What follows belongs to an exercise in optimizing a design on an open flow for small area, a short achievable clock period and few clock cycles per item; a production flow would make more cautious choices.
Function was checked by simulation only, so behaviour that the tests miss may differ from the original.
No activity file was given, so power comes from the tool's default toggle rates.

Setup of job 4547:
## se05x_rx_check
module se05x_rx_check (
    input  wire        clk,
    input  wire        rst,             
    input  wire        in_valid,
    output wire        in_ready,
    input  wire [31:0] in_data,
    output reg         res_valid,
    output reg  [3:0]  res_status,      
    output reg  [1:0]  res_kind,        
    output reg  [7:0]  res_pcb,
    output reg  [7:0]  res_len,
    output wire [15:0] res_crc,         
    output wire        res_seq_mismatch,
    output wire        res_rx_seq,      
    output wire        res_wtx,         
    output wire [7:0]  res_wtx_mult
);
    localparam [7:0] NAD_C2H = 8'hA5;
    localparam [15:0] RESIDUE = 16'hF0B8;   
    localparam [15:0] WTX_HDR = 16'hFE12;   
    localparam [3:0] ST_OK       = 4'd0;
    localparam [3:0] ST_BAD_CRC  = 4'd4;
    localparam [3:0] ST_BAD_PCB  = 4'd5;
    localparam [3:0] ST_BAD_ADDR = 4'd6;
    localparam [3:0] ST_RX_BUF   = 4'd7;
    localparam [1:0] K_I = 2'd0, K_R = 2'd1, K_S = 2'd2, K_BAD = 2'd3;
    function [15:0] crc_byte;
        input [15:0] c;
        input [7:0]  b;
        integer k;
        reg [15:0] x;
        begin
            x = c ^ {8'h00, b};
            for (k = 0; k < 8; k = k + 1)
                x = x[0] ? ((x >> 1) ^ 16'h8408) : (x >> 1);
            crc_byte = x;
        end
    endfunction
    function [1:0] pcb_kind;
        input [7:0] p;
        begin
            if (p[7] == 1'b0)
                pcb_kind = K_I;
            else if ((p & 8'hEC) == 8'h80)
                pcb_kind = (p[1:0] == 2'b11) ? K_BAD : K_R;
            else if (p[7:6] == 2'b11 && p[4] == 1'b0 &&
                     (p[3:0] == 4'h0 || p[3:0] == 4'h1 || p[3:0] == 4'h2 ||
                      p[3:0] == 4'h3 || p[3:0] == 4'h5 || p[3:0] == 4'h6 ||
                      p[3:0] == 4'h7 || p[3:0] == 4'hF))
                pcb_kind = K_S;
            else
                pcb_kind = K_BAD;
        end
    endfunction
    wire [7:0] d0 = in_data[7:0],   d1 = in_data[15:8],
               d2 = in_data[23:16], d3 = in_data[31:24];
    reg [7:2]  rem;         
    reg        busy;
    reg        r_ge6, r5, r4, r3, r2, r1;
    reg [1:0]  tc;          
  ...
==> flow/config.mk <==
export PLATFORM = sky130hd
export DESIGN_NAME = se05x_rx_check
export DESIGN_NICKNAME = se05x_rx_check
export VERILOG_FILES = /design/flow/design.v
export SDC_FILE = /design/flow/constraint.sdc
export NUM_CORES = 4
export LEC_CHECK = 0
export CAP_MARGIN = 20
export CORE_MARGIN = 2
export CORE_UTILIZATION = 60
export CTS_BUF_LIST = sky130_fd_sc_hd__clkbuf_4 sky130_fd_sc_hd__clkbuf_8
export SETUP_SLACK_MARGIN = 1.5
export SLEW_MARGIN = 20
==> flow/constraint.sdc <==
create_clock -name core_clock -period 5.0 [get_ports {clk}]
set_input_delay 1.0000 -clock core_clock [delete_from_list [all_inputs] [get_ports {clk}]]
set_output_delay 1.0000 -clock core_clock [all_outputs]
set_load 0.01 [all_outputs]
standard.sh (not shown) runs the stock make flow with config.mk's settings and CLKGATE_MAP_FILE= SYNTH_SCRIPT=/design/flow/synth_recipe.tcl, a recipe that flattens the netlist after the stock synthesis.
==> flow/flow/run.sh <==
#!/bin/bash
# The standard layout (standard.sh) with two changes:
#  - synthesis is flow/my_synth.tcl: synth_recipe.tcl, but keeping the RTL's
#    XOR network as written (see the comment at its top);
#  - the port buffers are buf_2 cells instead of the default choice (a slow
#    delay buffer).
set -euo pipefail
here=$(pwd)
export BUFFER_PORTS_ARGS="-buffer_cell sky130_fd_sc_hd__buf_2"
sed "s#SYNTH_SCRIPT=[^ ]*#SYNTH_SCRIPT=$here/flow/my_synth.tcl#" standard.sh > my_standard.sh
grep -q "SYNTH_SCRIPT=$here/flow/my_synth.tcl" my_standard.sh
bash my_standard.sh > standard.log 2>&1
==> flow/flow/my_synth.tcl <==
# The standard flow's synthesis script (synth_recipe.tcl), except that the XOR network
# is kept as written: Yosys's own generic ABC pass is skipped (synth -noabc),
# and just before ABC's technology mapping the 2-input XOR/XNOR gates are
# mapped to the library's xor2/xnor2 cells (flow/xormap.v), so ABC maps
# only the rest. Registers are untouched by either change.
set ::my_flow_dir [file dirname [file normalize [info script]]]
proc synth {args} { yosys synth -nofsm -noshare -noabc {*}$args }
proc abc {args} {
  yosys techmap -map $::my_flow_dir/xormap.v
  yosys abc {*}$args
}
source $::env(SCRIPTS_DIR)/synth.tcl
# left out here: clear keep_hierarchy, flatten, clean up, hide names made inside functions, write 1_2_yosys.v
==> flow/flow/xormap.v <==
// Map Yosys's 2-input XOR/XNOR gates straight to the library's cells, so
// that ABC keeps the XOR network as the RTL writes it.
module \$_XOR_ (input A, input B, output Y);
  sky130_fd_sc_hd__xor2_1 _TECHMAP_REPLACE_ (.A(A), .B(B), .X(Y));
endmodule
module \$_XNOR_ (input A, input B, output Y);
  sky130_fd_sc_hd__xnor2_1 _TECHMAP_REPLACE_ (.A(A), .B(B), .Y(Y));
endmodule
Testbench counts of job 4547, summed over its fixed seeds: cycles 37,512, frames 1,280.
Modified inputs, job 7634 compared to job 4547
Settings: SETUP_SLACK_MARGIN: 1.5 -> 1.75.
Findings:
Diff job 4547 -> job 7634 | cell area | up by a few percent. Re first-iteration detailed-routing DRC count: job 4547 and job 7634 aren't equal, and the higher value belongs to job 7634. Cell type of the slowest stage on the worst timing path: or4_4 -> job 7634, nand4_1 -> job 4547. Run comparison: job 7634 end of the critical path res_wtx_mult[7]; job 4547 end of the critical path in_ready. Job 7634 against job 4547: detailed route wirelength on metal3 lower; wire length after detailed routing +440 um. On global-route wire length before repair, the lower figure sits with job 4547, not job 7634. Job 7634 vs job 4547 on share of the core filled with cells in the final layout: job 7634 is the higher one. Compared with job 4547, job 7634 is hungrier on power. Per the comparison of job 7634 with job 4547, maximum clock rate now sits higher, met1 track utilization from global routing has remained practically unchanged. Re placed standard-cell area: no difference whatsoever between job 7634 and job 4547.

========
se05x_rx_check, a different RTL version from the one above (not shown whole).
For scale: ~610 cells after synthesis, about 55 flip-flops, about 86 I/O pins.
// se05x_rx_check
module se05x_rx_check (
    input  wire        clk,
    input  wire        rst,             
    input  wire        in_valid,
    output wire        in_ready,
    input  wire [31:0] in_data,
    output reg         res_valid,
    output reg  [3:0]  res_status,      
    output reg  [1:0]  res_kind,        
    output reg  [7:0]  res_pcb,
    output reg  [7:0]  res_len,
    output wire [15:0] res_crc,         
    output wire        res_seq_mismatch,
    output wire        res_rx_seq,      
    output wire        res_wtx,         
    output wire [7:0]  res_wtx_mult
);
export LEC_CHECK = 0
export CAP_MARGIN = 20
export CORE_MARGIN = 2
export CORE_UTILIZATION = 40
export CTS_BUF_LIST = sky130_fd_sc_hd__clkbuf_4 sky130_fd_sc_hd__clkbuf_8
export SETUP_SLACK_MARGIN = 1.5
export SLEW_MARGIN = 20
create_clock -name core_clock -period 5.0 [get_ports {clk}]
Scripts as last shown in full above: flow/flow/run.sh, flow/flow/my_synth.tcl, flow/flow/xormap.v
The baseline completed with no timing, DRC or antenna violations.
Testbench counts at the start, summed over its fixed seeds: cycles 37,512, frames 1,280.
==> next run, changes <==
CORE_UTILIZATION = 60   (was 40)
SETUP_SLACK_MARGIN = 1.75   (was 1.5)
The changed run completed without violations.
Count of clock-buffer cells in the layout stays the same.
Utilization rises by 26 points.
Global-route usage rises by 10 points.
Worst hold slack got worse by 0.011 ns.
==> next run, changes <==
SETUP_SLACK_MARGIN = 1.5   (was 1.75)
Routed wire length came out lower by about 6.5%.
Die area stays the same.
Worst setup slack degrades by 0.19 ns.
Final cell count went down by about 1.1%.
Sequential cell count does not change.
Core utilization came out lower by 2.4 points.
Combinational power went down by about 4%.
Worst hold slack loses 0.0067 ns.
Clock skew came out higher by 0.013 ns.
Total power goes down by 3.3%.

separate check: timing with driven ports:
How much do the figures lean on ideal ports? The routed layouts below were timed once more, with nothing changed but the port constraints. Step 1 sets driving cells, clkbuf_16 on the clock port and buf_2 on the other inputs (assumed; they add their load-dependent delay and slew). Step 2 times the ports against the registers' clock, not the clock port: input delays grow and output delays shrink by t, the midpoint of the rising clock arrivals with the driver on. Three values: ideal, step 1, step 2; two values: the first two.
run | shift t [ns] | setup slack, ns | hold slack, ns | worst setup path after step 2 | clock arrival spread, ns
job 4547 | 0.378 | 1.595 / 1.572 / 1.437 | 0.504 / 0.504 / 0.504 | input to register | 0.013 / 0.014
job 7634 | 0.381 | 1.744 / 1.708 / 1.485 | 0.498 / 0.498 / 0.498 | input to register | 0.014 / 0.014
the first run of note 2 | 0.357 | 1.565 / 1.544 / 1.304 | 0.515 / 0.515 / 0.515 | input to register | 0.019 / 0.019
the second run of note 2 | 0.355 | 1.762 / 1.773 / 1.418 | 0.505 / 0.505 / 0.505 | input to register | 0.006 / 0.006
the third run of note 2 | 0.351 | 1.575 / 1.589 / 1.238 | 0.498 / 0.498 / 0.498 | input to register | 0.017 / 0.018
After both steps every run listed still meets setup and hold. For the second run of note 2, which loses most, drivers alone change the setup slack by +0.011 ns; drivers and shift together by -0.344 ns.
